This is an optimization exercise on Yosys and OpenROAD, whose aim is small area, a short achievable clock period and few clock cycles, not a production implementation.
Only simulation tests tie the RTL to the original design; equivalence was not proved.
Power figures rest on the tool's default switching activity, not on a simulated workload.

===== design/flow/design.v =====
module crc16_psa (
    input  wire        clk,
    input  wire        rst,
    input  wire        host_req,
    input  wire        host_we,
    input  wire [3:0]  host_idx,
    input  wire [15:0] host_wdata,
    output reg         host_ack,
    output reg  [15:0] host_rdata,
    output reg         bus_req,
    output reg  [1:0]  bus_cmd,
    output reg  [7:0]  bus_wdata,
    input  wire        bus_ack,
    input  wire        bus_err,
    input  wire [7:0]  bus_rdata
);
    localparam [7:0] DEV_W = 8'hA0, DEV_R = 8'hA1;
    localparam [1:0] B_START = 2'd0, B_WRITE = 2'd1, B_READ = 2'd2, B_STOP = 2'd3;
    localparam [2:0] Q_IDLE = 3'd0, Q_START_W = 3'd1, Q_ADDR_HI = 3'd2, Q_ADDR_LO = 3'd3,
                     Q_WDATA = 3'd4, Q_START_R = 3'd5, Q_RDATA = 3'd6, Q_STOP = 3'd7;
    function [15:0] crc_step(input [15:0] a, input [7:0] b);
        reg [7:0] x;
        begin
            x = a[15:8] ^ b;
            x = x ^ {4'b0000, x[7:4]};
            crc_step = {a[7:0], 8'h00} ^ {x[3:0], 12'h000} ^ {3'b000, x, 5'b00000} ^ {8'h00, x};
        end
    endfunction
    reg        rst_q;
    reg [15:0] acc, addr, len, ptr;
    reg [7:0]  buf_mem [0:63];
    reg        e_bus, e_ill, e_busy, e_range;
    reg        s_we;
    reg [3:0]  s_idx;
    reg [15:0] s_wd;
    reg        s_busy;
    reg        s_c1, s_c2, s_c3, s_c10, s_c11, s_c20, s_hz;
    reg [2:0]  q;
    reg        q_read;
    reg        busy;         
    reg        settling;
    reg [4:0]  settle_cnt;
    reg [6:0]  ra;           
    reg        w_en;
    reg [5:0]  w_addr;
    reg [7:0]  w_data;
    reg [15:0] pref;
    reg [6:0]  plen;
    reg [7:0]  nxt;
    reg        eng;
    reg [1:0]  eng_ph;       
    reg        app2, app3;   
    reg        store_ok, len_le64, len_le62;
    wire [7:0] rd_byte = buf_mem[ra[5:0]];
    wire       ptr_ok  = (ptr[15:6] == 10'd0);
    wire       zero    = (acc == 16'h0000);
    wire       stop_rd = bus_req && (q == Q_STOP) && q_read;
    wire       ack_set = host_req && !host_ack && !rst_q && !eng &&
                         !((app2 || app3) && (host_idx == 4'd7 || host_idx == 4'd1));
    wire [6:0] end_lo = {1'b0, addr[5:0]} + len[6:0];
    wire       store_ok_now = (len[15:7] == 9'd0) && (len[6:0] != 7'd0) &&
                              (!len[6] || len[5:0] == 6'd0) && !addr[15] &&
                              (addr[14:6] != 9'h1FF || !end_lo[6] || end_lo[5:0] == 6'd0);
    wire       st_go   = ack_set && host_we && (host_idx == 4'd1) &&
                         (host_wdata[15:1] == 15'h0008) && !busy && store_ok_now;
    always @(posedge clk) begin
        rst_q  <= rst;
        s_we   <= host_we;
        s_idx  <= host_idx;
        s_wd   <= host_wdata;
        s_busy <= busy;
        s_hz   <= (host_wdata[15:8] == 8'h00);
        s_c1   <= (host_wdata == 16'h0001);
        s_c2   <= (host_wdata == 16'h0002);
        s_c3   <= (host_wdata == 16'h0003);
        s_c10  <= (host_wdata == 16'h0010);
        s_c11  <= (host_wdata == 16'h0011);
        s_c20  <= (host_wdata == 16'h0020);
        if (rst)
            host_ack <= 1'b0;
        else
            host_ack <= ack_set;
        if (host_idx[3])
            host_rdata <= 16'h0000;
        else case (host_idx[2:0])
            3'd0: host_rdata <= {8'h00, e_range, e_busy, e_ill, e_bus, 2'b00, zero,
                                 busy && !(stop_rd && bus_ack)};
            3'd2: host_rdata <= acc;
            3'd4: host_rdata <= addr;
            3'd5: host_rdata <= len;
            3'd6: host_rdata <= ptr;
            3'd7: host_rdata <= {8'h00, (busy || !ptr_ok) ? 8'h00 : rd_byte};
            default: host_rdata <= 16'h0000;
        endcase
    end
    wire i_cmd = (s_idx == 4'd1), i_crc = (s_idx == 4'd3), i_addr = (s_idx == 4'd4),
         i_len = (s_idx == 4'd5), i_ptr = (s_idx == 4'd6), i_data = (s_idx == 4'd7);
    reg illegal;
    always @(*) begin
        if (s_idx[3])
            illegal = 1'b1;
        else if (!s_we)
            illegal = i_cmd || i_crc;
        else case (s_idx[2:0])
            3'd0, 3'd2: illegal = 1'b1;
            3'd1:       illegal = !(s_c1 || s_c2 || s_c3 || s_c10 || s_c11 || s_c20);
            3'd3, 3'd7: illegal = !s_hz;
            default:    illegal = 1'b0;
        endcase
    end
    wire plain = !s_we && !s_idx[3] && (s_idx[2:0] == 3'd0 || s_idx[2:0] == 3'd2 ||
                                        s_idx[2:0] == 3'd4 || s_idx[2:0] == 3'd5 ||
                                        s_idx[2:0] == 3'd6);
    wire range_bad = i_data ? !ptr_ok :
                     (s_we && i_cmd) ? ((s_c2 && !len_le64) || (s_c3 && !len_le62) ||
                                        ((s_c10 || s_c11) && !store_ok)) : 1'b0;
    wire x      = host_ack && !rst_q;      
    wire x_ill  = x && illegal;
    wire x_bsy  = x && !illegal && s_busy && !plain;
    wire x_rng  = x && !illegal && !(s_busy && !plain) && range_bad;
    wire x_op   = x && !illegal && !(s_busy && !plain) && !range_bad;
    wire x_cmd  = x_op && s_we && i_cmd;
    wire x_dw   = x_op && s_we && i_data;
    wire x_dr   = x_op && !s_we && i_data;
    wire x_app  = x_cmd && s_c3;
    wire x_crcb = x_cmd && s_c2;
    wire x_st   = x_cmd && (s_c10 || s_c11);
    wire x_clr  = x_cmd && s_c20;
    wire done    = bus_req && bus_ack;
    wire bus_wr  = done && (q == Q_RDATA) && !bus_err;
    wire eng_fin = eng && (eng_ph == 2'd0) && (plen == len[6:0]);
    wire eng_wr  = eng && (eng_ph == 2'd1);
    always @(posedge clk) begin
        if (w_en)
            buf_mem[w_addr] <= w_data;
    end
    always @(posedge clk) begin
        w_en <= !rst_q && (x_dw || x_app || app2 || eng_wr || bus_wr);
        if (x_dw)
            w_addr <= ptr[5:0];
        else if (x_app)
            w_addr <= len[5:0];
        else if (app2)
            w_addr <= len[5:0] - 6'd1;
        else
            w_addr <= ra[5:0];
        if (busy)
            w_data <= bus_rdata;
        else if (x_dw)
            w_data <= s_wd[7:0];
        else if (x_app)
            w_data <= acc[15:8];
        else if (app2)
            w_data <= acc[7:0];
        else
            w_data <= nxt;
    end
    wire [15:0] acc_step = crc_step(acc, s_wd[7:0]);
    wire [6:0]  ptr_inc  = ptr[6:0] + 7'd1;
    always @(posedge clk) begin
        if (rst_q) begin
            acc <= 16'hFFFF; addr <= 16'h0000; len <= 16'h0000; ptr <= 16'h0000;
            e_ill <= 1'b0; e_busy <= 1'b0; e_range <= 1'b0;
            app2 <= 1'b0; app3 <= 1'b0;
        end else begin
            app2 <= x_app;
            app3 <= app2;
            if (x_ill)  e_ill   <= 1'b1;
            if (x_bsy)  e_busy  <= 1'b1;
            if (x_rng)  e_range <= 1'b1;
            if (x_clr) begin e_ill <= 1'b0; e_busy <= 1'b0; e_range <= 1'b0; end
            if (x_op && s_we && i_crc) acc <= acc_step;
            if (x_cmd && s_c1)         acc <= 16'hFFFF;
            if (x_crcb && len[6:0] == plen) acc <= pref;
            if (eng_fin)               acc <= pref;
            if (x_op && s_we && i_addr) addr <= s_wd;
            if (x_op && s_we && i_len)  len  <= s_wd;
            if (x_app)                  len  <= {9'd0, len[6:0] + 7'd2};
            if (x_op && s_we && i_ptr)  ptr  <= s_wd;
            if (x_dw || x_dr)           ptr  <= {9'd0, ptr_inc};
        end
    end
    always @(posedge clk) begin
        len_le64 <= (len[15:7] == 9'd0) && (!len[6] || len[5:0] == 6'd0);
        store_ok <= store_ok_now;
        len_le62 <= (len[15:6] == 10'd0) && (len[5:0] != 6'b111111);
    end
    wire        w_ext   = (w_addr == plen[5:0]) && !plen[6];
    wire [15:0] w_step  = crc_step(w_ext ? pref : 16'hFFFF, w_data);
    always @(posedge clk) begin
        if (rst_q) begin
            pref <= 16'hFFFF; plen <= 7'd0;
            eng <= 1'b0; eng_ph <= 2'd0;
        end else begin
            if (w_en) begin
                if (w_ext || w_addr == 6'd0) begin
                    pref <= w_step;
                    plen <= w_ext ? plen + 7'd1 : 7'd1;
                end else begin
                    pref <= 16'hFFFF;
                    plen <= 7'd0;
                end
            end
            if (x_crcb && len[6:0] != plen) begin
                eng <= 1'b1;
                eng_ph <= 2'd0;
                pref <= 16'hFFFF;
                plen <= 7'd0;
            end
            if (eng_fin)
                eng <= 1'b0;
            else if (eng)
                eng_ph <= (eng_ph == 2'd2) ? 2'd0 : eng_ph + 2'd1;
        end
    end
    always @(posedge clk) begin
        if (rst || rst_q)
            bus_req <= 1'b0;
        else if (st_go)
            bus_req <= 1'b1;
        else if (done && q == Q_STOP)
            bus_req <= 1'b0;
    end
    always @(posedge clk) begin
        if (rst_q) begin
            q <= Q_IDLE; q_read <= 1'b0;
            busy <= 1'b1; settling <= 1'b1; settle_cnt <= 5'd30;
            bus_cmd <= B_START; bus_wdata <= DEV_W;
            e_bus <= 1'b0;
            ra <= 7'd0;
        end else begin
            if (x_clr) e_bus <= 1'b0;
            if (settling) begin
                if (settle_cnt == 5'd0) begin
                    settling <= 1'b0;
                    busy <= 1'b0;
                end else
                    settle_cnt <= settle_cnt - 5'd1;
            end
            if (x_op && s_we && i_ptr)
                ra <= {1'b0, s_wd[5:0]};
            if (x_dw || x_dr)
                ra <= {1'b0, ptr_inc[5:0]};
            if (x_crcb && len[6:0] != plen)
                ra <= 7'd0;
            if (eng_wr)
                ra <= ra + 7'd1;
            if (eng_fin)
                ra <= {1'b0, ptr[5:0]};
            if (x_st) begin
                q <= Q_START_W; q_read <= s_c11; busy <= 1'b1;
                ra <= 7'd0;
            end
            case (q)
                Q_IDLE:    nxt <= eng ? rd_byte : addr[15:8];
                Q_START_W: nxt <= addr[15:8];
                Q_ADDR_HI: nxt <= addr[7:0];
                Q_ADDR_LO: nxt <= q_read ? DEV_R : rd_byte;
                default:   nxt <= rd_byte;
            endcase
            if (done) begin
                if (q == Q_STOP) begin
                    q <= Q_IDLE;
                    bus_cmd <= B_START; bus_wdata <= DEV_W;
                    ra <= {1'b0, ptr[5:0]};
                    if (q_read)
                        busy <= 1'b0;
                    else begin
                        settling <= 1'b1;
                        settle_cnt <= 5'd30;
                    end
                end else if (bus_err) begin
                    e_bus <= 1'b1;
                    q <= Q_STOP; bus_cmd <= B_STOP;
                end else begin
                    case (q)
                    Q_START_W: begin q <= Q_ADDR_HI; bus_cmd <= B_WRITE; bus_wdata <= nxt; end
                    Q_ADDR_HI: begin q <= Q_ADDR_LO; bus_cmd <= B_WRITE; bus_wdata <= nxt; end
                    Q_ADDR_LO: begin
                        bus_wdata <= nxt;
                        if (q_read) begin
                            q <= Q_START_R; bus_cmd <= B_START;
                        end else begin
                            q <= Q_WDATA; bus_cmd <= B_WRITE;
                            ra <= ra + 7'd1;
                        end
                    end
                    Q_WDATA: begin
                        if (ra == len[6:0]) begin
                            q <= Q_STOP; bus_cmd <= B_STOP;
                        end else begin
                            bus_wdata <= nxt;
                            ra <= ra + 7'd1;
                        end
                    end
                    Q_START_R: begin q <= Q_RDATA; bus_cmd <= B_READ; end
                    default: begin  
                        ra <= ra + 7'd1;
                        if (ra + 7'd1 == len[6:0]) begin
                            q <= Q_STOP; bus_cmd <= B_STOP;
                        end
                    end
                    endcase
                end
            end
        end
    end
endmodule

===== design/flow/flow/run.sh =====
#!/bin/bash
set -euo pipefail
bash standard.sh SETUP_SLACK_MARGIN=7 finish > flow_make.log 2>&1

===== design/flow/standard.sh =====
#!/bin/bash
# synth_recipe.tcl (not shown) runs the flow's synth.tcl, then flattens the netlist and writes it again
# the make line also repeats each setting of config.mk as NAME=value (left out here)
make -C /OpenROAD-flow-scripts/flow DESIGN_CONFIG=/design/flow/config.mk WORK_HOME=/design/flow/orfs CLKGATE_MAP_FILE= SYNTH_SCRIPT=/design/flow/synth_recipe.tcl "${@:-finish}"

===== design/flow/config.mk =====
export PLATFORM = sky130hd
export DESIGN_NAME = crc16_psa
export DESIGN_NICKNAME = crc16_psa
export VERILOG_FILES = /design/flow/design.v
export SDC_FILE = /design/flow/constraint.sdc
export NUM_CORES = 4
export LEC_CHECK = 0
export CAP_MARGIN = 20
export CORE_MARGIN = 2
export CORE_UTILIZATION = 40
export CTS_BUF_LIST = sky130_fd_sc_hd__clkbuf_8 sky130_fd_sc_hd__clkbuf_4
export CTS_CLUSTER_SIZE = 30
export SLEW_MARGIN = 20

===== design/flow/constraint.sdc =====
create_clock -name core_clock -period 10.0 [get_ports {clk}]
set_input_delay 2.0000 -clock core_clock [delete_from_list [all_inputs] [get_ports {clk}]]
set_output_delay 2.0000 -clock core_clock [all_outputs]
set_load 0.01 [all_outputs]

==> key figures, run 1 <==
GRT
  • Gr usage total: 0.222
  • GRT met2 Usage: 0.365
  • Grt ovf: 0
  • Wire length of the first global-routing pass: 129000 um
  • Gr busiest metal: met2
  • Met1 Use GR: 0.288
  • Vias in the first global route: a little under 20000
  • Initial antenna violation count: 2
  • Largest net degree at the start of global routing: 69
  • Met3 usage: 0.0418

Placement
  • Placed cells: roughly 3100
  • Placer Congestion: just over 0.9
  • Placed Area: between 30000 and 40000 um2
  • Hpwl dp: about 55000 um
  • # port buffers: 61

STA
  • Maximum clock frequency: between 0.3 and 0.4 GHz
  • Endpoints failing setup: 0
  • RSZ-0062 raised after global routing: true
  • Slew of the pin with the lowest slew margin: approximately 1.0 ns
  • Setup tns final: 0 ns
  • Clk_skew: 0.0687 ns
  • Min Tclk post-route: roughly 3.3 ns
  • Slew HR: 0.302
  • Final worst path period share: 0.326
  • Final Hold Fails: 0
  • Slew Viols, Final: 0

Synthesis
  • Synthesized cell area: roughly 30000 um2
  • Post-synth EDFFs: 520
  • Sequential area share after synthesis: 0.634
  • Synth warn: 1
  • Flops & latches, synth: 710
  • Async SR Flop Fraction: 0
  • Ys flop type: edfxtp_1
  • Synthesized Nets: roughly 2200
  • Post-synthesis cell type count: 89
  • Syn_area_per_cell: 14.0 um2
  • Cell count after synthesis: ~2200

Finish
  • Register area: between 15000 and 20000 um2
  • Area Growth Syn to Fin: 15.5%
  • Cell area after layout: ~35000 um2
  • Most common cell after layout, fill and taps aside: edfxtp_1
  • Fin nets: approximately 2400
  • Area taken by multi-input logic gates: approximately 11000 um2
  • Fin util: 0.466
  • Fill count: between 6000 and 7000
  • Final Non-Filler Cells: 3366
  • Layout cells sized above 1: 0.238
  • Most frequent cells in the layout: edfxtp_1, nor2_1, dfxtp_1

Clock tree
  • H-Tree Level Count: 3
  • Post-CTS Hold Buffers: 0
  • Clk root buf: clkbuf_8
  • Clk slew on worst S/H paths: 0.07 ns
  • Maximum clock path buffer count: 3
  • CTS buffer count: 114
  • Worst-skew pair later-pin latency: roughly 0.78 ns
  • Sink Count: 710
  • CTS tree: done

Critical path
  • Max incr delay on CP: approximately 0.36 ns
  • R2R setup slack: just over 7 ns
  • Worst r2r src: ra[1]$_SDFF_PP0_
  • Critical Path RT: roughly 8.0 ns
  • Crit-path max FO: 2
  • CP Data Arrival Time: 1.26 ns
  • Crit start category: flop
  • CP Cell Sequence: buf_6
  • CP endpoint kind: output pin
  • Reg-to-reg endpoint: nxt[4]$_DFFE_PN_
  • Critical path class: reg -> out
  • Slowest-stage cell, CP: dfxtp_4
  • WP buf/inv: 1
  • Path depth of the worst reg2reg path: 8
  • Cell family with most CP delay: flip-flops

Drt
  • Detailed Route WL: 87200 um
  • Post-DR vias/cell: roughly 6
  • Starting DRT DRC Count: about 2100
  • WL/cell: approximately 26 um
  • Final ANT Viol Nets: 0
  • DRC: 0
  • Router iterations before antenna repair: 9
  • Via count: just under 20000

Min path
  • Hold Path Depth: 1
  • WHS Endpoint: q_read$_SDFFE_PP0P_
  • Hold Startpoint: rst_q$_DFF_P_
  • Hold/Removal Path Class: reg -> reg

Run status
  • Status: no timing/DRC/antenna violations

Pwr
  • Power per cell area: approximately 170 nW/um2
  • Logic gate share of total power: 0.024
  • Clock power share: 0.431
  • Sw Share: 0.224
  • Pwr Total: 5.84 mW
  • Leakage: between 10 and 15 nW
  • Pint: approximately 4.5 mW
  • Switch Pwr: approximately 1.3 mW
  • Max rail drop VDD: ~110 uV
  • Part of the power in registers: 0.544

Die
  • Die Area: 78800 um2
  • IO Pins: just over 60
  • Overall die height: 281 um
  • Rows: about 100
  • Core ar.: 75800 um2
  • Die W: between 200 and 300 um
  • Initial Util: 0.404

Flow run
  • Max cap viols: 0
==> worst max path at each step <==
stage / start / end / slack, ns / cells after the start
final: host_ack$_SDFF_PP0_ / host_ack / 6.74 / 1
after global routing: host_rdata[4]$_SDFF_PP0_ / host_rdata[4] / 6.69 / 1
after CTS: host_rdata[4]$_SDFF_PP0_ / host_rdata[4] / 6.68 / 1
after detailed placement: host_idx[1] / bus_req$_SDFFE_PP0P_ / 5.38 / 7
after global placement: host_idx[1] / bus_req$_SDFFE_PP0P_ / 5.34 / 7
after floorplan: host_wdata[12] / s_c1$_DFF_P_ / 6.91 / 6
==> state kept, by name, indices dropped and copies added, names as in the netlist, 2 cells and up <==
| signal | count |
|---|---|
| acc | 16 |
| addr | 16 |
| buf_mem | 512 |
| bus_cmd | 2 |
| bus_wdata | 8 |
| eng_ph | 2 |
| host_rdata | 16 |
| len | 16 |
| nxt | 8 |
| plen | 7 |
| pref | 16 |
| ptr | 16 |
| q | 3 |
| ra | 7 |
| s_idx | 4 |
| s_wd | 16 |
| settle_cnt | 5 |
| w_addr | 6 |
| w_data | 8 |
==> layer usage <==
layer,vias up,wire length (um)
li1,8702,-
met1,10000,35900
met2,807,42300
met3,195,5410
met4,2,3590
met5,-,44
==> power by group through the flow <==
stage | combinational [mW] | clock [mW] | sequential [mW]
global placement | 0.135 | 0 | 3.25
floorplan | 0.0636 | 0 | 3.25
finish | 0.143 | 2.52 | 3.18
CTS | 0.141 | 2.56 | 3.18
global route | 0.155 | 2.69 | 3.18
detailed placement | 0.138 | 0 | 3.25
==> timing repair <==
action / in CTS / in global routing
pin swaps: 8 / 8
endpoints found under the hold margin: 0 / 0
resized for setup: 238 / 45
setup buffers: 10 / 9
endpoints found under the setup margin: 311 / 290
cloned: 6 / 1
==> Yosys cell counts, drive strengths merged (18+ instances only) <==
| master | number | area, um2 |
|---|---|---|
| o22ai | 46 | 288 |
| nor4 | 19 | 155 |
| o21ai | 87 | 439 |
| nor3 | 37 | 213 |
| dfxtp | 190 | 3800 |
| nor2 | 220 | 828 |
| buf | 52 | 259 |
| a31oi | 19 | 119 |
| edfxtp | 520 | 15600 |
| a22oi | 30 | 225 |
| nand3 | 36 | 180 |
| nand2 | 139 | 522 |
| mux2i | 52 | 521 |
| a211oi | 20 | 155 |
| inv | 33 | 124 |
| a21oi | 96 | 484 |
| ha | 18 | 225 |
| nor2b | 27 | 169 |
| xnor2 | 59 | 517 |
| mux4 | 144 | 3240 |
| xor2 | 33 | 289 |
| mux2 | 33 | 372 |
| clkbuf | 81 | 305 |
==> kinds of logic after synthesis <==
logic type / after synthesis / synth area share
simple gates: 576 / 0.0899
flops: 710 / 0.634
xor+xnor: 92 / 0.0263
buf+inv: 169 / 0.0228
fa+ha+maj: 19 / 0.00801
compound gates: 396 / 0.0836
mux: 229 / 0.135
==> final cells by class <==
class,count,share of cell area
Sequential cell,710,0.551
Multi-Input combinational cell,1313,0.306
Clock buffer,154,0.0550
Timing Repair Buffer,122,0.0389
Tap cell,978,0.0346
Clock inverter,52,0.0101
Inverter,36,0.00382
Antenna cell,1,0.0000708
==> worst register-to-register path: stages (launching register included) <==
cell       delay, ns
dfxtp_4         0.43
buf_16          0.26
bufbuf_16       0.42
mux4_2          0.24
mux4_2          0.28
nor2_1          0.06
nor4_1          0.77
o21ai_0         0.22
o21ai_0         0.12
==> per-stage QoR <==
step	hold slack, ns	setup WS [ns]
4_1_cts	0.449	6.68
3_3_place_gp	0.435	5.34
2_1_floorplan	0.350	6.91
5_1_grt	0.480	6.69
6_report	0.447	6.74
3_5_place_dp	0.440	5.38
Testbench counts, summed over its fixed seeds: cycles 53,130.
==> run 2, diff against run 1 <==
--- a/design/flow/design.v
+++ b/design/flow/design.v
@@ -43,10 +43,9 @@
     reg [6:0]  ra;           
     reg        w_en;
     reg [5:0]  w_addr;
-    reg [7:0]  w_data;
+    reg [7:0]  wb;
     reg [15:0] pref;
     reg [6:0]  plen;
-    reg [7:0]  nxt;
     reg        eng;
     reg [1:0]  eng_ph;       
     reg        app2, app3;   
@@ -132,7 +131,7 @@
     wire eng_wr  = eng && (eng_ph == 2'd1);
     always @(posedge clk) begin
         if (w_en)
-            buf_mem[w_addr] <= w_data;
+            buf_mem[w_addr] <= wb;
     end
     always @(posedge clk) begin
         w_en <= !rst_q && (x_dw || x_app || app2 || eng_wr || bus_wr);
@@ -144,16 +143,24 @@
             w_addr <= len[5:0] - 6'd1;
         else
             w_addr <= ra[5:0];
-        if (busy)
-            w_data <= bus_rdata;
-        else if (x_dw)
-            w_data <= s_wd[7:0];
+        if (busy) begin
+            case (q)
+                Q_ADDR_HI: wb <= addr[7:0];
+                Q_ADDR_LO: wb <= q_read ? DEV_R : rd_byte;
+                Q_WDATA:   wb <= rd_byte;
+                Q_RDATA:   wb <= bus_rdata;
+                default:   wb <= addr[15:8];
+            endcase
+        end else if (x_dw)
+            wb <= s_wd[7:0];
         else if (x_app)
-            w_data <= acc[15:8];
+            wb <= acc[15:8];
         else if (app2)
-            w_data <= acc[7:0];
+            wb <= acc[7:0];
+        else if (eng)
+            wb <= rd_byte;
         else
-            w_data <= nxt;
+            wb <= addr[15:8];
     end
     wire [15:0] acc_step = crc_step(acc, s_wd[7:0]);
     wire [6:0]  ptr_inc  = ptr[6:0] + 7'd1;
@@ -186,7 +193,7 @@
         len_le62 <= (len[15:6] == 10'd0) && (len[5:0] != 6'b111111);
     end
     wire        w_ext   = (w_addr == plen[5:0]) && !plen[6];
-    wire [15:0] w_step  = crc_step(w_ext ? pref : 16'hFFFF, w_data);
+    wire [15:0] w_step  = crc_step(w_ext ? pref : 16'hFFFF, wb);
     always @(posedge clk) begin
         if (rst_q) begin
             pref <= 16'hFFFF; plen <= 7'd0;
@@ -251,13 +258,6 @@
                 q <= Q_START_W; q_read <= s_c11; busy <= 1'b1;
                 ra <= 7'd0;
             end
-            case (q)
-                Q_IDLE:    nxt <= eng ? rd_byte : addr[15:8];
-                Q_START_W: nxt <= addr[15:8];
-                Q_ADDR_HI: nxt <= addr[7:0];
-                Q_ADDR_LO: nxt <= q_read ? DEV_R : rd_byte;
-                default:   nxt <= rd_byte;
-            endcase
             if (done) begin
                 if (q == Q_STOP) begin
                     q <= Q_IDLE;
@@ -274,10 +274,10 @@
                     q <= Q_STOP; bus_cmd <= B_STOP;
                 end else begin
                     case (q)
-                    Q_START_W: begin q <= Q_ADDR_HI; bus_cmd <= B_WRITE; bus_wdata <= nxt; end
-                    Q_ADDR_HI: begin q <= Q_ADDR_LO; bus_cmd <= B_WRITE; bus_wdata <= nxt; end
+                    Q_START_W: begin q <= Q_ADDR_HI; bus_cmd <= B_WRITE; bus_wdata <= wb; end
+                    Q_ADDR_HI: begin q <= Q_ADDR_LO; bus_cmd <= B_WRITE; bus_wdata <= wb; end
                     Q_ADDR_LO: begin
-                        bus_wdata <= nxt;
+                        bus_wdata <= wb;
                         if (q_read) begin
                             q <= Q_START_R; bus_cmd <= B_START;
                         end else begin
@@ -289,7 +289,7 @@
                         if (ra == len[6:0]) begin
                             q <= Q_STOP; bus_cmd <= B_STOP;
                         end else begin
-                            bus_wdata <= nxt;
+                            bus_wdata <= wb;
                             ra <= ra + 7'd1;
                         end
                     end
==> design/flow/flow/run.sh (replaced) <==
#!/bin/bash
set -euo pipefail
bash standard.sh SETUP_SLACK_MARGIN=6.85 finish > flow_make.log 2>&1
--- a/design/flow/config.mk
+++ b/design/flow/config.mk
@@ -8,6 +8,6 @@
 export CAP_MARGIN = 20
 export CORE_MARGIN = 2
 export CORE_UTILIZATION = 40
-export CTS_BUF_LIST = sky130_fd_sc_hd__clkbuf_8 sky130_fd_sc_hd__clkbuf_4
-export CTS_CLUSTER_SIZE = 30
+export CTS_CLUSTER_DIAMETER = 60
+export CTS_CLUSTER_SIZE = 50
 export SLEW_MARGIN = 20
==> run 2 against run 1 <==
Sequential share of layout area is 0.94 points higher. Utilization is 1.4 points lower. Global-route usage is 1.4 points higher. Sequential power is 3% lower. Clock-buffer cell count is 105 lower. Register-to-register slack worse by 0.25 ns. Clock power is 13% lower. Cell area is 3.0% lower. Worst setup slack better by 0.058 ns. Non-clock buffer count is 3 higher. Critical path type is now reg -> reg.
==> key figures, run 2 <==
Clock tree
  • Sink Count: 702
  • H-Tree Level Count: 2
  • CTS tree: done
  • Post-CTS Hold Buffers: 0
  • Clk root buf: clkbuf_16
  • Worst-skew pair later-pin latency: between 0.6 and 0.7 ns
  • Maximum clock path buffer count: 3
  • Clk slew on worst S/H paths: about 0.10 ns
  • CTS buffer count: 47

Synthesis
  • Top-area cell type share of the netlist area: 0.503
  • Synth Area in Compound Gates: 0.0943
  • Syn_area_per_cell: approximately 13 um2
  • Ys flop type: edfxtp_1
  • Post-Synth Adder-Cell Area: 0.00721
  • Synth Area in Simple Gates: 0.0960
  • Post-synthesis mux area share: 0.122
  • Cell count after synthesis: 2295
  • Synth top cells by count: edfxtp_1, nor2_1, dfxtp_1
  • Post-synthesis cell type count: 83
  • Synth warn: 1
  • Flops & latches, synth: roughly 700
  • Xor/xnor cell area share of the yosys netlist: 0.0259
  • Yosys top cell by area: edfxtp_1
  • Sequential area share after synthesis: 0.628
  • Cell with the most instances after synthesis: edfxtp_1
  • Synthesized cell area: 30600 um2
  • Post-synth EDFFs: just over 500
  • Largest family of logic cells by synthesized area: multiplexers
  • Synthesized Nets: 2346
  • Async SR Flop Fraction: 0
  • Dominant cells by area after synthesis: edfxtp_1, dfxtp_1, mux4_2

Finish
  • Max reg flops: between 500 and 600
  • Most common cell after layout, fill and taps aside: edfxtp_1
  • Cell area after layout: ~34000 um2
  • Most flops, register: buf_mem
  • Layout cells sized above 1: 0.171
  • Ant diodes: 0
  • Fill count: slightly below 7000
  • Fin nets: 2368
  • Area Growth Syn to Fin: 12.3%
  • Most frequent cells in the layout: edfxtp_1, nor2_1, nand2_1

Flow run
  • Max cap viols: 0

STA
  • Slew Viols, Final: 0
  • Min Tclk post-route: 3.20 ns
  • Slew HR: 0.286
  • Slew of the pin with the lowest slew margin: 1.07 ns
  • Endpoints failing setup: 0
  • RSZ-0062 raised after global routing: true
  • Final Hold Fails: 0
  • Final worst path period share: 0.320
  • Clk_skew: about 0.036 ns
  • Maximum clock frequency: 0.313 GHz
  • WHS: about 0.46 ns
  • Setup tns final: 0 ns

GRT
  • Vias in the first global route: a little under 20000
  • Gr usage total: 0.236
  • Wire length of the first global-routing pass: 136000 um
  • Initial antenna violation count: 0
  • Largest net degree at the start of global routing: slightly below 70
  • Grt ovf: 0

Placement
  • Placer Congestion: approximately 0.96
  • Hpwl dp: between 60000 and 70000 um
  • # port buffers: just over 60
  • Placed Area: around 32000 um2

Drt
  • Router iterations before antenna repair: 8
  • Via count: ~20000
  • Final ANT Viol Nets: 0
  • Detailed Route WL: 93000 um
  • WL/cell: approximately 28 um
  • Starting DRT DRC Count: around 2100
  • DRC: 0
  • Post-DR vias/cell: approximately 6

Die
  • Die Area: 78600 um2
  • Initial Util: 0.403
  • Die W: approximately 280 um
  • IO Pins: a little over 60
  • Rows: around 100
  • Core ar.: 75800 um2
  • Overall die height: around 280 um

Min path
  • WHS Endpoint: bus_cmd[1]$_SDFFE_PP0P_
  • Hold/Removal Path Class: reg -> reg
  • Hold Path Depth: 2
  • Hold Startpoint: bus_cmd[1]$_SDFFE_PP0P_

Critical path
  • Crit-path max FO: 33
  • Crit start category: flop
  • CP Data Arrival Time: roughly 3.5 ns
  • Critical path class: reg -> reg
  • R2R setup slack: approximately 6.8 ns
  • Reg-to-reg endpoint: buf_mem[26][3]$_DFFE_PP_
  • CP endpoint kind: flop
  • Worst r2r src: w_en$_DFF_P_
  • Critical Path RT: just over 10 ns
  • Path depth of the worst reg2reg path: 4

Pwr
  • Logic gate share of total power: 0.017
  • Pint: just over 4 mW
  • Part of the power in registers: 0.577
  • Sw Share: 0.234
  • Power per cell area: approximately 160 nW/um2
  • Max rail drop VDD: between 150 and 200 uV
  • Switch Pwr: approximately 1.3 mW
  • Clock power share: 0.406
  • Leakage: ~11 nW

Run status
  • Status: no timing/DRC/antenna violations
==> run 2: worst max path at each step <==
stage / from / end / slack, ns / cells after the start
final: w_en$_DFF_P_ / buf_mem[26][3]$_DFFE_PP_ / 6.80 / 4
after global routing: w_en$_DFF_P_ / buf_mem[34][5]$_DFFE_PP_ / 6.75 / 4
after CTS: bus_req$_SDFFE_PP0P_ / bus_req / 6.76 / 1
after detailed placement: bus_err / ra[4]$_SDFF_PP0_ / 5.74 / 8
after global placement: bus_err / ra[4]$_SDFF_PP0_ / 5.79 / 8
after floorplan: host_idx[2] / host_rdata[10]$_SDFF_PP0_ / 6.86 / 8
==> run 2: layout make-up <==
| cell class | count | area [um2] | area share |
|---|---|---|---|
| clock inverter | 39 | 513 | 0.0150 |
| sequential | 702 | 19200 | 0.561 |
| multi-input combinational | 1396 | 10700 | 0.313 |
| inverter | 45 | 180 | 0.00525 |
| clock buffer | 49 | 1200 | 0.0351 |
| timing repair buffer | 125 | 1200 | 0.0350 |
| tap | 978 | 1220 | 0.0357 |
==> run 2: what timing repair did <==
item	4_1_cts	5_1_grt
setup buffers	14	8
gates resized for setup	178	55
setup endpoints to repair	177	156
pin swaps	5	6
cloned	2	1
endpoints found under the hold margin	0	0
==> run 2: cells by family after synthesis <==
logic type	count (synthesis)
muxes	227
adders and majority gates	17
and+or+nand+nor	618
xor gates and xnor gates	84
AOI/OAI and AO/OA	449
buffers and inverters	198
DFF	702
==> run 2: critical path, cell delays in order, from the launching register on <==
cell     delay (ns)
dfxtp_1        0.41
buf_4          0.34
nor2b_1        0.69
nand2_1        0.46
nor2_1         0.92
==> run 2: through the flow <==
step	setup slack [ns]	util	cells	power (mW)
CTS	6.76	0.449	3324	5.40
finish	6.80	0.452	3334	5.37
global placement	5.79	0.423	3220	3.25
floorplan	6.86	-	2295	3.21
detailed placement	5.74	0.423	3220	3.25
global route	6.75	0.452	3334	5.52
==> run 2: power groups by stage <==
stage	sequential, mW	clock (mW)	combinational (mW)
floorplan	3.16	0	0.0535
global placement	3.17	0	0.0870
detailed placement	3.17	0	0.0880
CTS	3.10	2.21	0.0890
global route	3.10	2.32	0.0998
finish	3.10	2.18	0.0920
==> run 2: per-layer routing <==
layer  vias to the layer above  GRT usage  share of wire
met5                         -          0              0
met4                         0     0.0946          0.043
met3                       189     0.0326          0.056
met2                       782      0.400           0.49
met1                     10200      0.306           0.41
li1                       8828          -              -
Testbench counts of run 2, summed over its fixed seeds: cycles 53,130.
==> run 3, diff against run 2 <==
--- a/design/flow/config.mk
+++ b/design/flow/config.mk
@@ -5,6 +5,7 @@
 export SDC_FILE = /design/flow/constraint.sdc
 export NUM_CORES = 4
 export LEC_CHECK = 0
+export ABC_AREA = 1
 export CAP_MARGIN = 20
 export CORE_MARGIN = 2
 export CORE_UTILIZATION = 40
==> run 3 against run 2 <==
Area after synthesis rose by 1.6%. Die area grew 1.6%. Fmax increased by 2.3%. Worst hold slack worse by 0.037 ns. Largest cell class unchanged.
==> key figures, run 3 <==
Clock tree
  • Clk slew on worst S/H paths: 0.09 ns
  • CTS tree: done
  • Maximum clock path buffer count: 3
  • Clk root buf: clkbuf_16
  • CTS buffer count: 47
  • Post-CTS Hold Buffers: 0
  • H-Tree Level Count: 2
  • Sink Count: around 700
  • Worst-skew pair later-pin latency: between 0.6 and 0.7 ns

Drt
  • Post-DR vias/cell: 5.50
  • Router iterations before antenna repair: 5
  • Starting DRT DRC Count: about 2800
  • Via count: 23700
  • Met2 WL post-DR: 41600 um
  • Detailed Route WL: between 90000 and 100000 um
  • WL met3: roughly 6900 um
  • Final ANT Viol Nets: 0
  • M1 WL: 41100 um
  • WL/cell: about 21 um
  • Max Used Layer: met4
  • DRC: 0

STA
  • Final Hold Fails: 0
  • RSZ-0062 raised after global routing: true
  • Slew of the pin with the lowest slew margin: about 1.2 ns
  • Slew Viols, Final: 0
  • Setup tns final: 0 ns
  • Final worst path period share: 0.313
  • Min Tclk post-route: ~3.1 ns
  • Clk_skew: 0.0480 ns
  • Endpoints failing setup: 0
  • Worst Slack Setup Final: 6.87 ns
  • WHS: around 0.43 ns
  • Maximum clock frequency: between 0.3 and 0.4 GHz
  • Slew HR: 0.199

Synthesis
  • Ys flop type: edfxtp_1
  • Syn_area_per_cell: 9.56 um2
  • Synth top cells by count: nand2_1, edfxtp_1, nor2_1
  • Cell count after synthesis: 3247
  • Async SR Flop Fraction: 0
  • Post-synthesis cell type count: 52
  • Flops & latches, synth: between 700 and 800
  • Top-area cell type share of the netlist area: 0.495
  • Synth warn: 1
  • Synthesized cell area: 31100 um2
  • Synthesized Nets: 3298
  • Dominant cells by area after synthesis: edfxtp_1, dfxtp_1, nand2_1
  • Yosys top cell by area: edfxtp_1
  • Post-synth EDFFs: between 500 and 600
  • Sequential area share after synthesis: 0.618
  • Cell with the most instances after synthesis: nand2_1

Critical path
  • Slowest-stage cell, CP: dfxtp_2
  • CP Data Arrival Time: between 1 and 1.5 ns
  • Crit-path max FO: 1
  • CP Cell Sequence: buf_2
  • CP endpoint kind: output pin
  • Critical path class: reg -> out
  • Critical Path RT: ~8.0 ns
  • WP buf/inv: 1
  • Crit start category: flop
  • Cell family with most CP delay: flip-flops
  • Max incr delay on CP: approximately 0.36 ns

Pwr
  • Power per cell area: between 150 and 200 nW/um2
  • Leakage: around 13 nW
  • Pwr Total: ~5.3 mW
  • Max rail drop VDD: roughly 110 uV

Placement
  • Hpwl dp: 56900 um
  • Placer Congestion: 0.891
  • # port buffers: 61
  • DP Worst Slack: around 5.8 ns
  • Placed Area: 32500 um2
  • Placed cells: about 4200

Finish
  • Max reg flops: 512
  • Layout cells sized above 1: 0.0813
  • Fill count: roughly 7300
  • Most common cell after layout, fill and taps aside: nand2_1
  • Final Non-Filler Cells: approximately 4300
  • Fin util: 0.446
  • Most frequent cells in the layout: nand2_1, edfxtp_1, nor2_1
  • Most flops, register: buf_mem
  • Area Growth Syn to Fin: 10.8%
  • Register area: 19200 um2
  • Ant diodes: 0
  • Cell area after layout: 34400 um2
  • Area taken by multi-input logic gates: 10300 um2
  • Fin nets: 3285

Die
  • Die Area: between 70000 and 80000 um2
  • IO Pins: slightly above 60
  • Die W: approximately 280 um
  • Rows: about 100
  • Core ar.: roughly 77000 um2
  • Overall die height: roughly 280 um
  • Initial Util: 0.402

GRT
  • Initial antenna violation count: 0
  • Grt ovf: 0
  • Vias in the first global route: approximately 22000
  • Gr usage total: 0.224
  • Largest net degree at the start of global routing: 93
  • Wire length of the first global-routing pass: approximately 140000 um

Min path
  • Hold/Removal Path Class: reg -> reg

Flow run
  • Max cap viols: 0

Run status
  • Status: no timing/DRC/antenna violations
[run 3: cell types whose count changed after synthesis, moves of 31 or more]
cell      previous run  this run
nor2_1             209       303
o22ai_1             29        87
a22oi_1             32         1
a21oi_1             99       184
o21ai_0            110       259
inv_1               43       223
nand2_1            157       743
mux2i_1            108         0
buf_2               16        63
nand3_1             52       294
mux4_2             116         0
clkbuf_1           114        82
[run 3: kinds of logic after synthesis]
logic type / after synthesis / synth area share
simple gates: 1451 / 0.198
flops: 702 / 0.618
compound gates: 606 / 0.107
buf+inv: 413 / 0.0537
xor+xnor: 58 / 0.0164
fa+ha+maj: 17 / 0.00709
[run 3: final cells by class]
cell class                      count  share of cell area
Clock buffer                       49              0.0344
Clock inverter                     37              0.0141
Inverter                          247              0.0279
Multi-Input combinational cell   2132               0.299
Sequential cell                   702               0.559
Tap cell                         1040              0.0378
Timing Repair Buffer              104              0.0279
[run 3: routing by layer]
| layer | vias to the layer above | global-route usage |
|---|---|---|
| li1 | 11200 | - |
| met1 | 11500 | 0.330 |
| met2 | 898 | 0.354 |
| met3 | 124 | 0.0281 |
| met5 | - | 0 |
| met4 | 0 | 0.0513 |
[run 3: path summary, 6_finish.rpt]
check	from	end	slack [ns]	cells after the start
setup / recovery	host_rdata[5]$_SDFF_PP0_	host_rdata[5]	6.87	1
hold / removal	busy$_SDFF_PP1_	s_busy$_DFF_P_	0.43	0
setup reg to reg	ra[1]$_SDFF_PP0_	wb[0]$_DFF_P_	7.04	16
hold reg to reg	busy$_SDFF_PP1_	s_busy$_DFF_P_	0.43	0
[run 3: report_power, final]
part | total [mW] | leakage [nW] | internal (mW) | switching [mW]
Combinational | 0.0743 | 5.46 | 0.0289 | 0.0453
Clock | 2.15 | 0.813 | 0.980 | 1.17
Sequential | 3.10 | 6.30 | 3.08 | 0.0119
[run 3: what timing repair did]
item | 4_1_cts | 5_1_grt
buffers inserted | 5 | 6
cloned | 0 | 1
endpoints found under the setup margin | 72 | 42
pin swaps | 0 | 3
resized for setup | 163 | 37
==> run 4, diff against run 3 <==
--- a/design/flow/design.v
+++ b/design/flow/design.v
@@ -54,13 +54,19 @@
     wire       ptr_ok  = (ptr[15:6] == 10'd0);
     wire       zero    = (acc == 16'h0000);
     wire       stop_rd = bus_req && (q == Q_STOP) && q_read;
-    wire       ack_set = host_req && !host_ack && !rst_q && !eng &&
-                         !((app2 || app3) && (host_idx == 4'd7 || host_idx == 4'd1));
+    wire       ack_ok  = host_req && !host_ack && !rst_q && !eng &&
+                         !((app2 || app3) && (host_idx == 4'd7 || host_idx == 4'd1)) &&
+                         !(w_en && host_idx == 4'd1);
+    wire       len_le64_now = (len[15:7] == 9'd0) && (!len[6] || len[5:0] == 6'd0);
+    wire       crcb_slow = host_we && (host_idx == 4'd1) && (host_wdata == 16'h0002) &&
+                           !busy && len_le64_now && (len[6:0] != plen);
+    wire       ack_set = ack_ok && !crcb_slow;
+    wire       eng_start = ack_ok && crcb_slow;
     wire [6:0] end_lo = {1'b0, addr[5:0]} + len[6:0];
     wire       store_ok_now = (len[15:7] == 9'd0) && (len[6:0] != 7'd0) &&
                               (!len[6] || len[5:0] == 6'd0) && !addr[15] &&
                               (addr[14:6] != 9'h1FF || !end_lo[6] || end_lo[5:0] == 6'd0);
-    wire       st_go   = ack_set && host_we && (host_idx == 4'd1) &&
+    wire       st_go   = ack_ok && host_we && (host_idx == 4'd1) &&
                          (host_wdata[15:1] == 15'h0008) && !busy && store_ok_now;
     always @(posedge clk) begin
         rst_q  <= rst;
@@ -178,7 +184,7 @@
             if (x_clr) begin e_ill <= 1'b0; e_busy <= 1'b0; e_range <= 1'b0; end
             if (x_op && s_we && i_crc) acc <= acc_step;
             if (x_cmd && s_c1)         acc <= 16'hFFFF;
-            if (x_crcb && len[6:0] == plen) acc <= pref;
+            if (x_crcb)                acc <= pref;
             if (eng_fin)               acc <= pref;
             if (x_op && s_we && i_addr) addr <= s_wd;
             if (x_op && s_we && i_len)  len  <= s_wd;
@@ -208,7 +214,7 @@
                     plen <= 7'd0;
                 end
             end
-            if (x_crcb && len[6:0] != plen) begin
+            if (eng_start) begin
                 eng <= 1'b1;
                 eng_ph <= 2'd0;
                 pref <= 16'hFFFF;
@@ -248,7 +254,7 @@
                 ra <= {1'b0, s_wd[5:0]};
             if (x_dw || x_dr)
                 ra <= {1'b0, ptr_inc[5:0]};
-            if (x_crcb && len[6:0] != plen)
+            if (eng_start)
                 ra <= 7'd0;
             if (eng_wr)
                 ra <= ra + 7'd1;
--- a/design/flow/config.mk
+++ b/design/flow/config.mk
@@ -9,6 +9,6 @@
 export CAP_MARGIN = 20
 export CORE_MARGIN = 2
 export CORE_UTILIZATION = 40
-export CTS_CLUSTER_DIAMETER = 60
+export CTS_CLUSTER_DIAMETER = 55
 export CTS_CLUSTER_SIZE = 50
 export SLEW_MARGIN = 20
==> run 4 against run 3 <==
Still clean. Fmax grew 0.16%. Clock power rose by 24%. Flip-flop and latch count stayed put. Clock-buffer cell count is 24 higher. Via count rose by 0.68%. Sequential share of layout area fell by 1.5 points. Worst setup slack better by 0.0049 ns. Clock skew fell by 0.011 ns. Synthesized cell count about the same. Utilization grew 1.2 points. Global-route usage down 0.090 points. Combinational power grew 9.3%. Critical endpoint is now host_rdata[3]. Largest cell class unchanged. Highest routed layer unchanged.
==> key figures, run 4 <==
Run status
  • Status: no timing/DRC/antenna violations

Synthesis
  • Yosys top cell by area: edfxtp_1
  • Cell with the most instances after synthesis: nand2_1
  • Synth top cells by count: nand2_1, edfxtp_1, nor2_1
  • Async SR Flop Fraction: 0
  • Flops & latches, synth: about 700
  • Synthesized cell area: about 31000 um2
  • Dominant cells by area after synthesis: edfxtp_1, dfxtp_1, nand2_1
  • Top-area cell type share of the netlist area: 0.494
  • Cell count after synthesis: 3244
  • Ys flop type: edfxtp_1
  • Syn_area_per_cell: roughly 9.6 um2
  • Synthesized Nets: ~3300
  • Synth warn: 1
  • Post-synth EDFFs: between 500 and 600
  • Post-synthesis cell type count: 55
  • Sequential area share after synthesis: 0.616

Die
  • Die W: around 280 um
  • Die Area: 80000 um2
  • Overall die height: around 280 um
  • Core ar.: 77200 um2
  • IO Pins: 62
  • Rows: 102
  • Initial Util: 0.403

Pwr
  • Pwr Total: roughly 5.8 mW
  • Power per cell area: around 170 nW/um2
  • Max rail drop VDD: approximately 110 uV
  • Leakage: about 13 nW

Critical path
  • Crit start category: flop
  • CP Data Arrival Time: around 1.1 ns
  • WP buf/inv: 1
  • CP Cell Sequence: buf_2
  • Max incr delay on CP: 0.36 ns
  • Critical Path RT: around 8.0 ns
  • Crit-path max FO: 1
  • Cell family with most CP delay: flip-flops
  • Slowest-stage cell, CP: dfxtp_2
  • Critical path class: reg -> out
  • CP endpoint kind: output pin

GRT
  • Largest net degree at the start of global routing: between 90 and 100
  • Initial antenna violation count: 2
  • Vias in the first global route: ~22000
  • Wire length of the first global-routing pass: between 100000 and 150000 um
  • Grt ovf: 0
  • Gr usage total: 0.224

Drt
  • Router iterations before antenna repair: 7
  • WL/cell: roughly 21 um
  • Starting DRT DRC Count: 2568
  • Final ANT Viol Nets: 0
  • Detailed Route WL: roughly 91000 um
  • DRC: 0
  • Via count: 23900
  • Post-DR vias/cell: between 5 and 6

Flow run
  • Max cap viols: 0

Finish
  • Fin nets: 3317
  • Most common cell after layout, fill and taps aside: nand2_1
  • Area taken by multi-input logic gates: 10500 um2
  • Most frequent cells in the layout: nand2_1, edfxtp_1, nor2_1
  • Max reg flops: 512
  • Register area: just under 20000 um2
  • Fin util: 0.458
  • Cell area after layout: roughly 35000 um2
  • Area Growth Syn to Fin: 13.6%
  • Most flops, register: buf_mem
  • Fill count: about 7200
  • Layout cells sized above 1: 0.104

STA
  • Worst Slack Setup Final: 6.88 ns
  • Slew Viols, Final: 0
  • Final worst path period share: 0.312
  • Slew HR: 0.306
  • Final Hold Fails: 0
  • RSZ-0062 raised after global routing: true
  • Clk_skew: around 0.037 ns
  • Min Tclk post-route: 3.12 ns
  • Slew of the pin with the lowest slew margin: about 1.0 ns
  • Endpoints failing setup: 0
  • Maximum clock frequency: about 0.32 GHz
  • Setup tns final: 0 ns

Clock tree
  • Clk root buf: clkbuf_16
  • CTS tree: done
  • CTS buffer count: 68
  • Post-CTS Hold Buffers: 0
  • Worst-skew pair later-pin latency: about 0.65 ns
  • H-Tree Level Count: 3
  • Sink Count: between 700 and 800
  • Clk slew on worst S/H paths: 0.07 ns
  • Maximum clock path buffer count: 3

Placement
  • # port buffers: 61
  • DP Worst Slack: about 5 ns
  • Hpwl dp: approximately 55000 um
  • Placer Congestion: 0.914
  • Placed Area: 32600 um2

Min path
  • Hold/Removal Path Class: reg -> reg
-- run 4: power breakdown --
part           switching, mW  internal [mW]  total [mW]  leakage, nW
clock                   1.29           1.38        2.67         1.13
combinational         0.0492         0.0320      0.0812         5.65
sequential            0.0119           3.09        3.10         6.30
-- run 4: final timing paths --
kind | start | endpoint | slack, ns | depth (start not counted)
min reg2reg | bus_wdata[7]$_SDFFE_PP1P_ | bus_wdata[7]$_SDFFE_PP1P_ | 0.45 | 2
max reg2reg | ra[0]$_SDFF_PP0_ | wb[5]$_DFF_P_ | 6.96 | 11
max | host_rdata[3]$_SDFF_PP0_ | host_rdata[3] | 6.88 | 1
min | bus_wdata[7]$_SDFFE_PP1P_ | bus_wdata[7]$_SDFFE_PP1P_ | 0.45 | 2
-- run 4: layout make-up --
type                       count  share of cell area
multi-input combinational   2136               0.297
tap                         1040              0.0368
clock buffer                  73              0.0492
sequential                   702               0.544
clock inverter                53              0.0164
inverter                     244              0.0279
antenna                        1           0.0000708
timing repair buffer         114              0.0291
-- run 4: what timing repair did --
action | CTS | global route
setup endpoints to repair | 100 | 58
setup buffers | 11 | 12
gates resized for setup | 197 | 76
cloned | 1 | 2
pin swaps | 15 | 17
-- run 4: logic make-up (layout without fill, tap and decap cells) --
group | count (synthesis) | count (layout) | synth area share
AO/OA/AOI/OAI | 606 | 606 | 0.108
XOR/XNOR | 66 | 66 | 0.0191
adder cells (fa/ha/maj) | 17 | 17 | 0.00708
buffers and inverters | 407 | 484 | 0.0531
flip-flops | 702 | 702 | 0.616
other | 0 | 1 | 0
AND/OR/NAND/NOR | 1446 | 1447 | 0.197
-- run 4: per-layer routing --
layer / GRT usage / part of all wire / routed length (um) / vias up
met3: 0.0361 / 0.079 / 7170 / 194
met1: 0.311 / 0.43 / 39300 / 11400
met4: 0.0893 / 0.036 / 3260 / 0
li1: - / - / - / 11200
met5: 0 / 0 / 0 / -
met2: 0.349 / 0.46 / 41500 / 997
-- run 4: metrics by stage --
stage / hold WS (ns) / cells
floorplan: 0.377 / 3244
global placement: 0.444 / 4209
detailed placement: 0.452 / 4210
CTS: 0.459 / 4348
global route: 0.474 / 4362
finish: 0.454 / 4363
-- run 4: worst min-delay path: cells and delay by family, from the launching register on --
family          cells  cell delay, ns
flops               1            0.32
compound gates      1            0.06
simple gates        1            0.05
Testbench counts of run 4, summed over its fixed seeds: cycles 53,130.
==> run 5, diff against run 4 <==
==> design/flow/flow/run.sh (replaced) <==
#!/bin/bash
set -euo pipefail
bash standard.sh SETUP_SLACK_MARGIN=7 finish > flow_make.log 2>&1
==> run 5 against run 4 <==
Highest routed layer unchanged. Largest cell class unchanged. Cell area rose by 2.2%. Critical path type is now in -> reg. Still clean. First-iteration DRC count down 1.3%. Worst setup slack lost 0.041 ns. Die area unchanged. Final cell count is 0.92% higher. Clock-buffer cell count is 3 higher.
==> key figures, run 5 <==
Run status
  • Status: no timing/DRC/antenna violations

Synthesis
  • Cell count after synthesis: approximately 3200
  • Synth warn: 1
  • Post-synthesis cell type count: between 50 and 60
  • Yosys top cell by area: edfxtp_1
  • Sequential area share after synthesis: 0.616
  • Dominant cells by area after synthesis: edfxtp_1, dfxtp_1, nand2_1
  • Cell with the most instances after synthesis: nand2_1
  • Synth top cells by count: nand2_1, edfxtp_1, nor2_1
  • Synthesized Nets: 3295
  • Top-area cell type share of the netlist area: 0.494
  • Ys flop type: edfxtp_1
  • Post-synth EDFFs: around 510
  • Async SR Flop Fraction: 0
  • Flops & latches, synth: roughly 700
  • Synthesized cell area: roughly 31000 um2
  • Syn_area_per_cell: around 9.6 um2

Placement
  • Placed Area: 32600 um2
  • Placed cells: around 4200
  • DP Worst Slack: 5.03 ns
  • Placer Congestion: 0.937
  • Hpwl dp: roughly 56000 um
  • # port buffers: about 60

Finish
  • Ant diodes: 0
  • Fill count: just over 7000
  • Most flops, register: buf_mem
  • Layout cells sized above 1: 0.122
  • Cell area after layout: 36100 um2
  • Fin util: 0.468
  • Fin nets: around 3400
  • Final Non-Filler Cells: between 4000 and 5000
  • Max reg flops: a little over 500
  • Most common cell after layout, fill and taps aside: nand2_1
  • Area Growth Syn to Fin: 16.1%
  • Most frequent cells in the layout: nand2_1, edfxtp_1, nor2_1

Die
  • Core ar.: 77200 um2
  • Initial Util: 0.403
  • Rows: ~100
  • Overall die height: approximately 280 um
  • IO Pins: a little over 60
  • Die W: about 280 um
  • Die Area: 80000 um2

Critical path
  • WP buf/inv: 9
  • Cell family with most CP delay: buffers and inverters
  • R2R setup slack: around 7.0 ns
  • Slowest-stage cell, CP: or2_4
  • CP Cell Sequence: buf_6 > or2_4 > nor3_4 > nand2_2 > buf_4 > buf_4 > buf_4 > buf_4 > buf_4 > buf_4 > buf_4 > buf_4 > nor2_1
  • CP Data Arrival Time: ~3.7 ns
  • Reg-to-reg endpoint: pref[9]$_SDFFE_PP1P_
  • Most Frequent Cell on Critical Path: buf_4
  • Critical Path RT: roughly 11 ns
  • Worst r2r src: len[0]$_SDFFE_PP0P_
  • CP endpoint kind: flop
  • Critical path class: in -> reg
  • Max incr delay on CP: approximately 0.26 ns
  • Crit start category: input pin
  • Crit-path max FO: 2
  • Path depth of the worst reg2reg path: 13

Pwr
  • Pwr Total: approximately 6 mW
  • Part of the power in registers: 0.512
  • Clock power share: 0.474
  • Pint: between 4 and 5 mW
  • Switch Pwr: about 1.4 mW
  • Leakage: around 13 nW
  • Sw Share: 0.225
  • Power per cell area: 168 nW/um2
  • Logic gate share of total power: 0.014
  • Max rail drop VDD: about 180 uV

GRT
  • Vias in the first global route: 22100
  • Wire length of the first global-routing pass: between 100000 and 150000 um
  • Initial antenna violation count: 0
  • Grt ovf: 0
  • Largest net degree at the start of global routing: just over 90
  • Gr usage total: 0.228

Min path
  • WHS Endpoint: bus_wdata[7]$_SDFFE_PP1P_
  • Hold/Removal Path Class: reg -> reg
  • Hold Path Depth: 2
  • Hold Startpoint: bus_wdata[7]$_SDFFE_PP1P_

Drt
  • M1 WL: 40100 um
  • Post-DR vias/cell: about 5.5
  • Starting DRT DRC Count: 2534
  • WL/cell: roughly 21 um
  • Max Used Layer: met4
  • Via count: roughly 24000
  • WL met3: slightly below 7000 um
  • Detailed Route WL: just over 90000 um
  • Router iterations before antenna repair: 6
  • Final ANT Viol Nets: 0
  • DRC: 0
  • Met2 WL post-DR: about 43000 um

Clock tree
  • H-Tree Level Count: 3
  • Sink Count: 702
  • CTS tree: done
  • Clk slew on worst S/H paths: approximately 0.070 ns
  • Maximum clock path buffer count: 3
  • CTS buffer count: 71
  • Clk root buf: clkbuf_16
  • Worst-skew pair later-pin latency: ~0.63 ns

STA
  • Final worst path period share: 0.316
  • Maximum clock frequency: 0.316 GHz
  • Final Hold Fails: 0
  • WHS: ~0.47 ns
  • Endpoints failing setup: 0
  • Slew of the pin with the lowest slew margin: around 1.2 ns
  • Min Tclk post-route: 3.16 ns
  • Worst Slack Setup Final: just under 7 ns
  • Clk_skew: ~0.028 ns
  • RSZ-0062 raised after global routing: true
  • Slew Viols, Final: 0
  • Setup tns final: 0 ns
  • Slew HR: 0.207

Flow run
  • Max cap viols: 0
## run 5: kinds of logic (layout without fill, tap and decap cells)
kind of cell | count (synthesis) | count (layout) | synth area share
AO/OA/AOI/OAI | 606 | 606 | 0.108
flip-flops | 702 | 702 | 0.616
buffers and inverters | 407 | 525 | 0.0531
XOR/XNOR | 66 | 66 | 0.0191
adder cells (fa/ha/maj) | 17 | 17 | 0.00708
AND/OR/NAND/NOR | 1446 | 1447 | 0.197
## run 5: area by class of cell
| class | instances | area, um2 | area share |
|---|---|---|---|
| clock buffers | 76 | 1840 | 0.0509 |
| repair buffers | 149 | 1520 | 0.0422 |
| multi-input cells | 2136 | 10500 | 0.291 |
| clock inverters | 56 | 712 | 0.0197 |
| flip-flops and latches | 702 | 19200 | 0.532 |
| inverters | 244 | 997 | 0.0276 |
| well taps | 1040 | 1300 | 0.0360 |
## run 5: worst max path at each step
| stage | endpoint | startpoint | slack (ns) | cells past startpoint |
|---|---|---|---|---|
| after global placement | plen[3]$_SDFFE_PP0P_ | host_idx[3] | 5.05 | 11 |
| final | s_c3$_DFF_P_ | host_wdata[6] | 6.84 | 13 |
| after detailed placement | plen[4]$_SDFFE_PP0P_ | host_idx[3] | 5.03 | 11 |
| after CTS | host_rdata[2] | host_rdata[2]$_SDFF_PP0_ | 6.87 | 1 |
| after global routing | ra[4]$_SDFF_PP0_ | host_wdata[6] | 6.79 | 14 |
| after floorplan | pref[13]$_SDFFE_PP1P_ | host_wdata[6] | 6.62 | 9 |
## run 5: power groups by stage
stage,Combinational (mW),Sequential [mW],Clock [mW]
CTS,0.0822,3.10,2.91
global route,0.0949,3.10,3.01
detailed placement,0.0794,3.16,0
global placement,0.0788,3.16,0
finish,0.0877,3.10,2.87
floorplan,0.0458,3.16,0
## run 5: layer usage
metal / GRT usage / vias to the layer above
met4: 0.0775 / 0
li1: - / 11300
met1: 0.318 / 11500
met3: 0.0356 / 191
met2: 0.363 / 992
met5: 0 / -
## run 5: timing repair
item	CTS	global route
pin swaps	20	14
setup endpoints to repair	100	110
gates cloned	2	3
hold buffers	0	0
buffers inserted	34	20
resized for setup	280	60
hold endpoints to repair	0	0
## run 5: worst reg2reg max path: cells and delay by family, from the launching register on
kind / cells / cell delay, ns
and+or+nand+nor: 3 / 0.43
adders and majority gates: 1 / 0.25
DFF: 1 / 0.64
buffers and inverters: 7 / 1.01
AOI/OAI and AO/OA: 2 / 0.56
==> run 6, diff against run 5 <==
--- a/design/flow/design.v
+++ b/design/flow/design.v
@@ -32,7 +32,6 @@
     reg        e_bus, e_ill, e_busy, e_range;
     reg        s_we;
     reg [3:0]  s_idx;
-    reg [15:0] s_wd;
     reg        s_busy;
     reg        s_c1, s_c2, s_c3, s_c10, s_c11, s_c20, s_hz;
     reg [2:0]  q;
@@ -72,7 +71,6 @@
         rst_q  <= rst;
         s_we   <= host_we;
         s_idx  <= host_idx;
-        s_wd   <= host_wdata;
         s_busy <= busy;
         s_hz   <= (host_wdata[15:8] == 8'h00);
         s_c1   <= (host_wdata == 16'h0001);
@@ -158,7 +156,7 @@
                 default:   wb <= addr[15:8];
             endcase
         end else if (x_dw)
-            wb <= s_wd[7:0];
+            wb <= host_wdata[7:0];
         else if (x_app)
             wb <= acc[15:8];
         else if (app2)
@@ -168,7 +166,7 @@
         else
             wb <= addr[15:8];
     end
-    wire [15:0] acc_step = crc_step(acc, s_wd[7:0]);
+    wire [15:0] acc_step = crc_step(acc, host_wdata[7:0]);
     wire [6:0]  ptr_inc  = ptr[6:0] + 7'd1;
     always @(posedge clk) begin
         if (rst_q) begin
@@ -186,10 +184,10 @@
             if (x_cmd && s_c1)         acc <= 16'hFFFF;
             if (x_crcb)                acc <= pref;
             if (eng_fin)               acc <= pref;
-            if (x_op && s_we && i_addr) addr <= s_wd;
-            if (x_op && s_we && i_len)  len  <= s_wd;
+            if (x_op && s_we && i_addr) addr <= host_wdata;
+            if (x_op && s_we && i_len)  len  <= host_wdata;
             if (x_app)                  len  <= {9'd0, len[6:0] + 7'd2};
-            if (x_op && s_we && i_ptr)  ptr  <= s_wd;
+            if (x_op && s_we && i_ptr)  ptr  <= host_wdata;
             if (x_dw || x_dr)           ptr  <= {9'd0, ptr_inc};
         end
     end
@@ -251,7 +249,7 @@
                     settle_cnt <= settle_cnt - 5'd1;
             end
             if (x_op && s_we && i_ptr)
-                ra <= {1'b0, s_wd[5:0]};
+                ra <= {1'b0, host_wdata[5:0]};
             if (x_dw || x_dr)
                 ra <= {1'b0, ptr_inc[5:0]};
             if (eng_start)
==> design/flow/flow/run.sh (replaced) <==
#!/bin/bash
set -euo pipefail
bash standard.sh SETUP_SLACK_MARGIN=6.85 finish > flow_make.log 2>&1
==> run 6 against run 5 <==
Flip-flop and latch count fell by 16. Critical endpoint is now host_ack$_SDFF_PP0_. Still clean. Clock-buffer cell count fell by 13. Utilization fell by 1.3 points. Combinational power rose by 2%.
==> key figures, run 6 <==
Run status
  • Status: no timing/DRC/antenna violations

Synthesis
  • Cell count after synthesis: 3230
  • Flops & latches, synth: 686
  • Top-area cell type share of the netlist area: 0.498
  • Synth warn: 1
  • Synth top cells by count: nand2_1, edfxtp_1, nor2_1
  • Async SR Flop Fraction: 0
  • Dominant cells by area after synthesis: edfxtp_1, dfxtp_1, nand2_1
  • Post-synthesis cell type count: 55
  • Sequential area share after synthesis: 0.611
  • Ys flop type: edfxtp_1
  • Post-synth EDFFs: roughly 510
  • Syn_area_per_cell: 9.56 um2
  • Cell with the most instances after synthesis: nand2_1
  • Yosys top cell by area: edfxtp_1
  • Synthesized cell area: a little over 30000 um2
  • Synthesized Nets: approximately 3300

Drt
  • WL/cell: around 21 um
  • DRC: 0
  • Via count: between 20000 and 25000
  • Detailed Route WL: between 90000 and 100000 um
  • Router iterations before antenna repair: 5
  • Post-DR vias/cell: ~5.4
  • Starting DRT DRC Count: approximately 2500
  • Final ANT Viol Nets: 0

Clock tree
  • H-Tree Level Count: 2
  • CTS tree: done
  • Sink Count: approximately 690
  • Post-CTS Hold Buffers: 0
  • CTS buffer count: 57
  • Maximum clock path buffer count: 3
  • Worst-skew pair later-pin latency: between 0.6 and 0.7 ns
  • Clk root buf: clkbuf_16
  • Clk slew on worst S/H paths: ~0.080 ns

Pwr
  • Pwr Total: about 5.5 mW
  • Max rail drop VDD: 126 uV
  • Power per cell area: roughly 160 nW/um2
  • Leakage: 12.2 nW

Placement
  • Hpwl dp: ~55000 um
  • Placed Area: roughly 32000 um2
  • Placer Congestion: roughly 0.94
  • # port buffers: a little over 60

Critical path
  • Crit-path max FO: 6
  • WP buf/inv: 6
  • Max incr delay on CP: 0.54 ns
  • Slowest-stage cell, CP: dlygate4sd2_1
  • CP endpoint kind: flop
  • Cell family with most CP delay: buffers and inverters
  • Crit path from: host_wdata[5]
  • CP Data Arrival Time: ~3.7 ns
  • Crit start category: input pin
  • Critical Path RT: roughly 11 ns
  • Most Frequent Cell on Critical Path: buf_4
  • Critical path class: in -> reg
  • CP Cell Sequence: dlygate4sd2_1 > nor3_4 > nand4_1 > nor3_2 > buf_4 > buf_4 > buf_4 > buf_4 > buf_4 > a211oi_1
  • Worst r2r src: w_addr[0]$_DFF_P_

Finish
  • Fin nets: 3283
  • Most flops, register: buf_mem
  • Area Growth Syn to Fin: 12.4%
  • Ant diodes: 0
  • Cell area after layout: roughly 35000 um2
  • Fill count: roughly 7100
  • Most common cell after layout, fill and taps aside: nand2_1
  • Max reg flops: around 500
  • Layout cells sized above 1: 0.101
  • Most frequent cells in the layout: nand2_1, edfxtp_1, nor2_1

Die
  • Die Area: 79400 um2
  • Die W: roughly 280 um
  • Initial Util: 0.405
  • Core ar.: about 76000 um2
  • Rows: ~100
  • Overall die height: ~280 um
  • IO Pins: 62

STA
  • Endpoints failing setup: 0
  • Slew of the pin with the lowest slew margin: 0.953 ns
  • Maximum clock frequency: between 0.3 and 0.4 GHz
  • Slew Viols, Final: 0
  • Final worst path period share: 0.320
  • Setup tns final: 0 ns
  • Final Hold Fails: 0
  • Min Tclk post-route: approximately 3.2 ns
  • Clk_skew: between 0.02 and 0.025 ns
  • RSZ-0062 raised after global routing: true
  • Slew HR: 0.362

GRT
  • Initial antenna violation count: 0
  • Grt ovf: 0
  • Gr usage total: 0.222
  • Largest net degree at the start of global routing: ~130
  • Vias in the first global route: approximately 22000
  • Wire length of the first global-routing pass: 134000 um

Min path
  • Hold Startpoint: settle_cnt[4]$_SDFF_PP1_
  • Hold/Removal Path Class: reg -> reg

Flow run
  • Max cap viols: 0
-- run 6: cell types whose count changed after synthesis, sizes merged, moves of 6 or more --
cell	before	now
nor2	326	320
nand4	24	33
dfxtp	190	174
a21oi	179	191
a211oi	7	17
o2111ai	9	2
buf	77	110
xnor2	33	26
clkbuf	86	61
inv	240	232
-- run 6: per-stage QoR --
step	std cells	util	worst slack (ns)	hold slack, ns
floorplan	3230	-	6.74	0.410
global placement	4180	0.423	5.35	0.450
detailed placement	4180	0.423	5.28	0.456
CTS	4302	0.452	6.81	0.469
global route	4309	0.455	6.80	0.510
finish	4309	0.455	6.80	0.472
-- run 6: metal layers --
layer / GRT usage / wire length (um)
met1: 0.311 / 39800
met2: 0.358 / 42100
met3: 0.0300 / 6060
met4: 0.0660 / 2480
met5: 0 / 0
-- run 6: cell families (layout without fill, tap and decap cells) --
group | after synthesis | count (layout) | synth area share
buffers and inverters | 407 | 456 | 0.0552
xor gates and xnor gates | 58 | 58 | 0.0169
DFF | 686 | 686 | 0.611
adders and majority gates | 17 | 17 | 0.00713
AOI/OAI and AO/OA | 615 | 615 | 0.110
and+or+nand+nor | 1447 | 1447 | 0.200
-- run 6: worst register-to-register path, delay by kind of cell, from the launching register on --
kind,cells,cell delay (ns)
buffers and inverters,1,0.21
flip-flops,1,0.50
AND/OR/NAND/NOR,3,1.92
-- run 6: final timing paths --
check                           slack, ns                        to  cells after the start
worst min-delay path                 0.47  settle_cnt[4]$_SDFF_PP1_                      2
worst max-delay path                 6.80       host_ack$_SDFF_PP0_                     10
worst max register to register       6.98  buf_mem[55][3]$_DFFE_PP_                      4
worst min register to register       0.47  settle_cnt[4]$_SDFF_PP1_                      2
-- run 6: area by class of cell --
type	count	area, um2	share of cell area
Multi-Input combinational cell	2137	10500	0.302
Inverter	236	912	0.0263
Tap cell	1030	1290	0.0371
Timing Repair Buffer	114	1090	0.0313
Sequential cell	686	18900	0.545
Clock inverter	43	556	0.0160
Clock buffer	63	1470	0.0423
-- run 6: where the power goes --
| part | leakage, nW | switching [mW] | internal [mW] | total, mW |
|---|---|---|---|---|
| Clock | 0.977 | 1.19 | 1.23 | 2.42 |
| Combinational | 5.80 | 0.0569 | 0.0322 | 0.0891 |
| Sequential | 5.41 | 0.00395 | 3.02 | 3.02 |
-- run 6: what timing repair did --
action,in CTS,in global routing
pin swaps,12,14
setup endpoints to repair,110,71
cloned,0,5
setup buffers,16,2
resized for setup,218,59
Testbench counts of run 6, summed over its fixed seeds: cycles 53,130.

port drivers added, routing unchanged:
The results above use ideal ports. As a check the final layouts listed here were re-extracted and re-timed, cells and wires unchanged.
Step 1, drivers: a clkbuf_16 drives clk and a buf_2 each remaining input, both assumed.
Step 2 adds t to the input delays and takes it off the output delays; t is the mean of the earliest and latest rising clock arrival at the registers after step 1. Input paths then give back, and output paths get back, about the clock's delay inside the block.
a / b / c = no drivers / after step 1 / after step 2; a / b = the first two.
run | t, ns | slack for setup (ns) | latest minus earliest clock arrival (ns) | pins driven straight from the clock port
run 1 | 0.806 | 6.745 / 6.687 / 6.141 | 0.073 / 0.073 | 1
run 2 | 0.682 | 6.802 / 6.802 / 6.235 | 0.044 / 0.044 | 1
run 3 | 0.666 | 6.873 / 6.814 / 6.314 | 0.050 / 0.050 | 1
run 4 | 0.686 | 6.878 / 6.819 / 6.250 | 0.037 / 0.037 | 1
run 5 | 0.684 | 6.837 / 6.824 / 6.186 | 0.031 / 0.031 | 1
run 6 | 0.700 | 6.801 / 6.802 / 6.133 | 0.037 / 0.037 | 1
After both steps setup and hold are still met in every run listed. The setup slack of run 6, which loses most, moves by +0.001 ns with the drivers and by -0.668 ns with both steps.
